From an optimization exercise on the open Yosys and OpenROAD flow, aimed at small area, a short achievable clock period and few clock cycles per item; shortcuts taken in it are not production practice. At most, simulation tests tie the RTL to the original design; equivalence was not proved. Power figures rest on the tool's default switching activity, not on a simulated workload.

Setup of v4:
// bdgr_enc
module bdgr_enc (
    input  wire        clk,
    input  wire        rst,
    input  wire        start,
    input  wire [15:0] width,
    input  wire [15:0] height,
    input  wire        pred_med,
    output wire        busy,
    input  wire        in_valid,
    input  wire [7:0]  in_pix,
    input  wire [7:0]  in_up,
    output wire        in_ready,
    output wire        out_valid,
    output wire [63:0] out_word,
    output wire        out_last,
    input  wire        out_ready
);
clock: 11.0 ns
lec_check: 0
cap_margin: 20
core_margin: 2
core_utilization: 40
slew_margin: 20
standard.sh (not shown) runs the stock make flow with config.mk's settings and CLKGATE_MAP_FILE= SYNTH_SCRIPT=/design/flow/synth_recipe.tcl, a recipe that flattens the netlist after the stock synthesis.
==> flow/flow/run.sh <==
#!/bin/bash
set -euo pipefail
export BUFFER_PORTS_ARGS="-buffer_cell sky130_fd_sc_hd__buf_1"
export SETUP_SLACK_MARGIN=7.0
bash standard.sh > standard_make.log 2>&1
v4 finished every step from synthesis to the final layout, and the layout passed the timing, DRC and antenna checks.
## Diff of input files: v36 against v4
Settings: putting CTS_BUF_LIST at sky130_fd_sc_hd__clkbuf_8 where nothing was set.
==> flow/flow/run.sh <==
#!/bin/bash
set -euo pipefail
export BUFFER_PORTS_ARGS="-buffer_cell sky130_fd_sc_hd__buf_1"
export SETUP_SLACK_MARGIN=7.6
bash standard.sh > standard_make.log 2>&1
Results
v36 ended up with a higher global-route usage than v4 did. Between v4 and v36, the post-synthesis cell type count does not differ in any meaningful way. Between v4 and v36, the flow reports overall power of the completed layout increasing slightly. A source of the critical timing path of fr0 is what v36 shows, while d1[7] belongs to v4.
[inputs] v25 vs v36
Settings: CTS_BUF_LIST: sky130_fd_sc_hd__clkbuf_8 -> unset.
==> flow/flow/run.sh <==
#!/bin/bash
# Standard layout, with plain buffers on the ports.
set -euo pipefail
export BUFFER_PORTS_ARGS="-buffer_cell sky130_fd_sc_hd__buf_1"
bash standard.sh > standard_make.log 2>&1
==> comparison <==
Library cell contributing the largest single delay on the critical path = sky130_fd_sc_hd__edfxtp_1: v25; library cell contributing the largest single delay on the critical path = sky130_fd_sc_hd__fa_1: v36. Looking at proportion of power drawn by the clock network, v25 sits 6.3 points above v36. v25 vs v36 — routed wire length dropped by a little under 10%. Compared to v36, v25 has instance count on the critical path 2 higher. Against v36, v25 reports a layout cell share with drive strength beyond 1 that is lower. ~same number of synthesized register bits in v25 and v36. Comparing v25 and v36, power per cell area is lower on v36. Of v25 and v36, the run reporting the lower final design utilization was v25.
No run of this note included a check of the RTL's function; only the layout flow was run.

---

== the reference run ==
bdgr_enc, a different RTL version from the one above (not shown whole).
Size in the first run: ~1500 cells after synthesis, ~250 flip-flops, ~0.014 mm² of cells after synthesis.
Settings: LEC_CHECK=0, CAP_MARGIN=20, CORE_MARGIN=2, CORE_UTILIZATION=40, SLEW_MARGIN=20; clock period 11.0 ns.
==> flow/flow/run.sh <==
#!/bin/bash
set -euo pipefail
export BUFFER_PORTS_ARGS="-buffer_cell sky130_fd_sc_hd__buf_1"
export SETUP_SLACK_MARGIN=7.8
bash standard.sh > standard_make.log 2>&1
#### Input delta (the trial run over the reference run)
==> flow/flow/run.sh <==
#!/bin/bash
set -euo pipefail
export BUFFER_PORTS_ARGS="-buffer_cell sky130_fd_sc_hd__buf_1"
export SETUP_SLACK_MARGIN=7.4
bash standard.sh > standard_make.log 2>&1
--- outcome ---
- The detailed-route wire length in the trial run sits about 5% below the value recorded for the reference run.
- Compared to the reference run, the trial run has relative contribution of the clock network to total power 1.0 points higher.
- Looking at post-DP HPWL, the trial run sits 150 µm below the reference run.
- Number of nets in the finished design: the trial run < the reference run
- Looking at area growth from synthesis to layout, the trial run sits 11 points lower than the reference run does.
- The trial run vs the reference run — final standard cell count with taps included and fillers excluded dropped by a few percent
- Met3 demand-to-capacity share in global routing essentially unchanged between the reference run and the trial run.
No functional check of the RTL was part of any run of this note.

---

exp/tundra:
Another version of the RTL of bdgr_enc (not shown whole).
Size in the first run: roughly 220 flip-flops, roughly 120 I/O pins, about 13,000 um^2 of cells after synthesis.
export LEC_CHECK = 0
export ABC_AREA = 1
export CAP_MARGIN = 20
export CORE_MARGIN = 2
export CORE_UTILIZATION = 55
export CTS_BUF_LIST = sky130_fd_sc_hd__clkbuf_16
export CTS_CLUSTER_DIAMETER = 60
export CTS_CLUSTER_SIZE = 30
export PLACE_DENSITY = 0.7
export SLEW_MARGIN = 20
create_clock -name core_clock -period 11.0 [get_ports {clk}]
==> flow/flow/run.sh <==
#!/bin/bash
set -euo pipefail
export BUFFER_PORTS_ARGS="-buffer_cell sky130_fd_sc_hd__buf_1"
export SETUP_SLACK_MARGIN=7.4
bash standard.sh > standard_make.log 2>&1
No stage failed in exp/tundra, and the final checks on the layout all came back clean.
Testbench counts of exp/tundra, summed over its fixed seeds: cycles 34,785, items 34,030.
For exp/delta, these inputs were changed with respect to exp/tundra:
- PLACE_DENSITY no longer set, was 0.7
- CORE_UTILIZATION now 40, was 55
==> flow/flow/run.sh <==
#!/bin/bash
set -euo pipefail
export BUFFER_PORTS_ARGS="-buffer_cell sky130_fd_sc_hd__buf_1"
export SETUP_SLACK_MARGIN=7.3
bash standard.sh > standard_make.log 2>&1
Results
Looking at end of the critical path, the dA0[7]$_DFFE_PP_ result is from exp/tundra; the acc[21]$_DFF_P_ one comes from exp/delta. Proportion of cell area occupied by multi-input gates: exp/tundra and exp/delta compared, higher one is exp/tundra. Relative to exp/tundra, routed length per placed instance has gone down in exp/delta. The routed length on met3 in exp/tundra is 1.18 times that in exp/delta.
diff inputs: exp/delta => exp/xenon
- a deleted ABC_AREA that had been 1
- an added PLACE_DENSITY of 0.7
- a change of CORE_UTILIZATION from 40 to 55
==> flow/flow/run.sh <==
#!/bin/bash
set -euo pipefail
export BUFFER_PORTS_ARGS="-buffer_cell sky130_fd_sc_hd__buf_1"
export SETUP_SLACK_MARGIN=7.4
bash standard.sh > standard_make.log 2>&1
==> comparison <==
Against exp/delta, exp/xenon reports a final standard cell area without fillers that is lower. exp/xenon reports a lower clock network area share than exp/delta does. exp/xenon went all the way through synthesis, placement and routing and the layout is clean on timing, DRC and antenna. Per the final summary, exp/delta finished and its layout is clean on timing, DRC and antenna. Going from exp/delta to exp/xenon, power density over cell area went up, synthesized netlist cell count lost 192, global-route usage over all layers shows an increase of 5.2 points, initial antenna violation count level.
Edits applied to the flow inputs when going from exp/xenon to exp/quartz:
- a change of CORE_UTILIZATION from 55 to 40
- a deleted PLACE_DENSITY that had been 0.7
### Flow results
Comparing exp/quartz and exp/xenon, the higher worst hold slack was measured on exp/xenon.
In the reports for exp/quartz and exp/xenon, the smaller vias per cell belongs to exp/quartz.
Of exp/quartz and exp/xenon, the lower critical path depth belongs to exp/quartz.
Cmp exp/quartz and exp/xenon / clock power share / higher: exp/quartz
On net count reported at finish: between exp/quartz and exp/xenon, it ends up lower for exp/xenon.
Compared with exp/xenon, total power consumption of the routed design in exp/quartz increased by a few percent.
exp/quartz vs. exp/xenon: transition time at the pin with the least slew margin shows an increase of 32 ps; met1 track demand over resource in global routing shows a reduction of 7.8 points.
Sort exp/quartz and exp/xenon by smallest setup slack after layout, descending, and exp/quartz comes first.
Taking exp/xenon as 1.0, exp/quartz lands at 1.4 on placeable core region.
Delta(met2 layer wire length in the routed design, exp/quartz - exp/xenon) > 0

---

Starting RTL as in the previous note.
export LEC_CHECK = 0
export CAP_MARGIN = 20
export CORE_MARGIN = 2
export CORE_UTILIZATION = 40
export CTS_BUF_LIST = sky130_fd_sc_hd__clkbuf_16
export CTS_CLUSTER_DIAMETER = 60
export CTS_CLUSTER_SIZE = 30
export SLEW_MARGIN = 20
create_clock -name core_clock -period 11.0 [get_ports {clk}]
==> flow/flow/run.sh <==
#!/bin/bash
set -euo pipefail
export BUFFER_PORTS_ARGS="-buffer_cell sky130_fd_sc_hd__buf_1"
export SETUP_SLACK_MARGIN=7.5
bash standard.sh > standard_make.log 2>&1
Testbench counts at the start, summed over its fixed seeds: cycles 34,785, items 34,030.
Edit:
--- a/flow/flow/run.sh
+++ b/flow/flow/run.sh
@@ -4 +4 @@
-export SETUP_SLACK_MARGIN=7.5
+export SETUP_SLACK_MARGIN=7.4
- ABC_AREA: not set -> 1
=> The new run ran to the end with no violations; total power decreases by about 11%; clock-buffer cell count increases by 1; die area increases by about 2.5%; hold slack barely changes; flip-flop and latch count is unchanged; design area decreases by about 2%; via count increases by about 3.6%.

---

bdgr_enc, a different RTL version from the one above (not shown whole).
Size in the first run: ~1400 cells after synthesis, about 230 flip-flops.
==> flow/design.v (excerpt) <==
module bdgr_enc (
    input  wire        clk,
    input  wire        rst,
    input  wire        start,
    input  wire [15:0] width,
    input  wire [15:0] height,
    input  wire        pred_med,
    output wire        busy,
    input  wire        in_valid,
    input  wire [7:0]  in_pix,
    input  wire [7:0]  in_up,
    output wire        in_ready,
    output wire        out_valid,
    output wire [63:0] out_word,
    output wire        out_last,
    input  wire        out_ready
);
export LEC_CHECK = 0
export CAP_MARGIN = 20
export CORE_MARGIN = 2
export CORE_UTILIZATION = 40
export SLEW_MARGIN = 20
create_clock -name core_clock -period 11.0 [get_ports {clk}]
==> flow/flow/run.sh <==
#!/bin/bash
set -euo pipefail
export BUFFER_PORTS_ARGS="-buffer_cell sky130_fd_sc_hd__buf_1"
export SETUP_SLACK_MARGIN=7.2
bash standard.sh > standard_make.log 2>&1
The starting point finished with timing, DRC and antenna clean.
Testbench counts at the start, summed over its fixed seeds: cycles 34,274, items 34,030.
Next try:
--- a/flow/flow/run.sh
+++ b/flow/flow/run.sh
@@ -4 +4 @@
-export SETUP_SLACK_MARGIN=7.2
+export SETUP_SLACK_MARGIN=7.4
The new run produced a clean layout. Fmax went up by a little under a tenth. Worst hold slack hardly moves. Register-to-register slack gains 0.25 ns. Total power fell slightly. Non-clock buffer count is higher by 15. Clock power decreases by a few percent. Routed wire length is higher slightly. Count of clock-buffer cells in the layout drops by 9.

---

## job 7205
bdgr_enc with an RTL version that a note above also has.
Size: ~220 flip-flops, roughly 12000 µm² of cells after synthesis.
==> flow/config.mk <==
export PLATFORM = sky130hd
export DESIGN_NAME = bdgr_enc
export DESIGN_NICKNAME = bdgr_enc
export VERILOG_FILES = /design/flow/design.v
export SDC_FILE = /design/flow/constraint.sdc
export NUM_CORES = 4
export LEC_CHECK = 0
export CAP_MARGIN = 20
export CORE_MARGIN = 2
export CORE_UTILIZATION = 40
export SLEW_MARGIN = 20
==> flow/constraint.sdc <==
create_clock -name core_clock -period 11.0 [get_ports {clk}]
set_input_delay 2.2000 -clock core_clock [delete_from_list [all_inputs] [get_ports {clk}]]
set_output_delay 2.2000 -clock core_clock [all_outputs]
set_load 0.01 [all_outputs]
==> flow/flow/run.sh <==
#!/bin/bash
set -euo pipefail
export BUFFER_PORTS_ARGS="-buffer_cell sky130_fd_sc_hd__buf_1"
export SETUP_SLACK_MARGIN=7.4
bash standard.sh > standard_make.log 2>&1
Having completed the whole flow, job 7205 delivered a layout that passed the timing, DRC and antenna checks.
Testbench counts of job 7205, summed over its fixed seeds: cycles 34,785, items 34,030.
[inputs] job 1916 vs job 7205
# job 7205
export LEC_CHECK = 0
export CAP_MARGIN = 20
export CORE_MARGIN = 2
export CORE_UTILIZATION = 40
export SLEW_MARGIN = 20
create_clock -name core_clock -period 11.0 [get_ports {clk}]
# job 1916
export LEC_CHECK = 0
export CAP_MARGIN = 20
export CORE_MARGIN = 2
export CORE_UTILIZATION = 65
export CTS_BUF_LIST = sky130_fd_sc_hd__clkbuf_16
export CTS_CLUSTER_DIAMETER = 60
export CTS_CLUSTER_SIZE = 30
export PLACE_DENSITY = 0.8
export SLEW_MARGIN = 20
create_clock -name core_clock -period 11.0 [get_ports {clk}]
Results
Every run in the comparison, job 1916 and job 7205, completed the flow with a clean layout. Row power share of the combinational group: job 1916 higher / job 7205 lower. Compared to job 7205, job 1916 has wire length of the first global-routing pass 4.2 mm lower. The highest ir drop seen on vdd number comes out higher for job 1916 vs job 7205. Where time the worst path needs with I/O delays and setup is concerned, job 7205 is better than job 1916. The setup slack of job 1916 is smaller than that of job 7205. Compared with job 7205, the router placed more vias in job 1916. Instance count on the critical path (higher): job 1916. Higher full die area goes to job 7205 over job 1916. Part of the total power dissipated in the clock network on job 1916 is down relative to job 7205.
Modified inputs, job 6998 compared to job 1916
# job 1916
export LEC_CHECK = 0
export CAP_MARGIN = 20
export CORE_MARGIN = 2
export CORE_UTILIZATION = 65
export CTS_BUF_LIST = sky130_fd_sc_hd__clkbuf_16
export CTS_CLUSTER_DIAMETER = 60
export CTS_CLUSTER_SIZE = 30
export PLACE_DENSITY = 0.8
export SLEW_MARGIN = 20
create_clock -name core_clock -period 11.0 [get_ports {clk}]
# job 6998
export LEC_CHECK = 0
export ABC_AREA = 1
export CAP_MARGIN = 20
export CORE_MARGIN = 2
export CORE_UTILIZATION = 40
export CTS_BUF_LIST = sky130_fd_sc_hd__clkbuf_16
export CTS_CLUSTER_DIAMETER = 60
export CTS_CLUSTER_SIZE = 30
export SLEW_MARGIN = 20
create_clock -name core_clock -period 11.0 [get_ports {clk}]
==> flow/flow/run.sh <==
#!/bin/bash
set -euo pipefail
export BUFFER_PORTS_ARGS="-buffer_cell sky130_fd_sc_hd__buf_1"
export SETUP_SLACK_MARGIN=7.6
bash standard.sh > standard_make.log 2>&1
==> results.txt <==
Going from job 1916 to job 6998, the final cell area excluding filler cells was found to have gone up by 5.2%. Lower post-layout minimum cycle time was reported by job 6998, not job 1916. From job 1916 to job 6998 the numbers moved as follows: non-clock buffer contribution to total cell area went down by 0.37 points, delay contributed by the slowest stage of the critical path was more or less identical, share of layout cells above drive strength 1 higher. Via count: job 1916 and job 6998 compared, lower one is job 1916. Job 6998 has non-filler instance count after layout above what job 1916 had. The run with more routed wire is job 6998, not job 1916. Job 6998: number of multi-input combinational cells in the layout is 46 higher than what job 1916 reported.

-- static timing again, ports no longer ideal --
In the flow no input, the clock included, has a driving cell. The finished layouts below were timed again as built, in two steps. Step 1 assumes that a clkbuf_16 drives the clock port and a buf_2 every other input. Step 2 also shifts input and output timing later by t, the mid clock arrival at the registers, as if the neighbouring blocks saw the same clock. Three values: ideal ports, drivers, drivers and shift; two values: the first two.
| run | t (ns) | setup WS [ns] | worst setup path after step 2 |
|---|---|---|---|
| v4 | 0.579 | 7.078 / 7.077 / 6.699 | input to register |
| v36 | 0.585 | 7.291 / 7.291 / 7.120 | input to register |
| v25 | 0.581 | 5.855 / 5.855 / 5.855 | register to register |
| the reference run | 0.604 | 7.628 / 7.642 / 7.038 | input to register |
| the trial run | 0.591 | 7.507 / 7.535 / 6.945 | input to register |
| exp/tundra | 0.531 | 7.536 / 7.560 / 7.029 | input to register |
| exp/delta | 0.552 | 7.436 / 7.458 / 6.907 | input to register |
| exp/xenon | 0.532 | 7.480 / 7.480 / 7.014 | input to register |
| exp/quartz | 0.560 | 7.540 / 7.540 / 7.019 | input to register |
| the first run of note 4 | 0.555 | 7.519 / 7.519 / 7.033 | input to register |
| the second run of note 4 | 0.568 | 7.613 / 7.593 / 7.072 | input to register |
| the first run of note 5 | 0.577 | 7.256 / 7.256 / 6.906 | input to register |
| the second run of note 5 | 0.575 | 7.510 / 7.507 / 7.001 | input to register |
| job 7205 | 0.581 | 7.501 / 7.501 / 6.971 | input to register |
| job 1916 | 0.531 | 7.431 / 7.431 / 6.990 | input to register |
| job 6998 | 0.580 | 7.654 / 7.600 / 7.115 | input to register |
After both steps every run listed still meets setup and hold. For the reference run, which loses most, drivers alone change the setup slack by +0.014 ns; drivers and shift together by -0.590 ns.
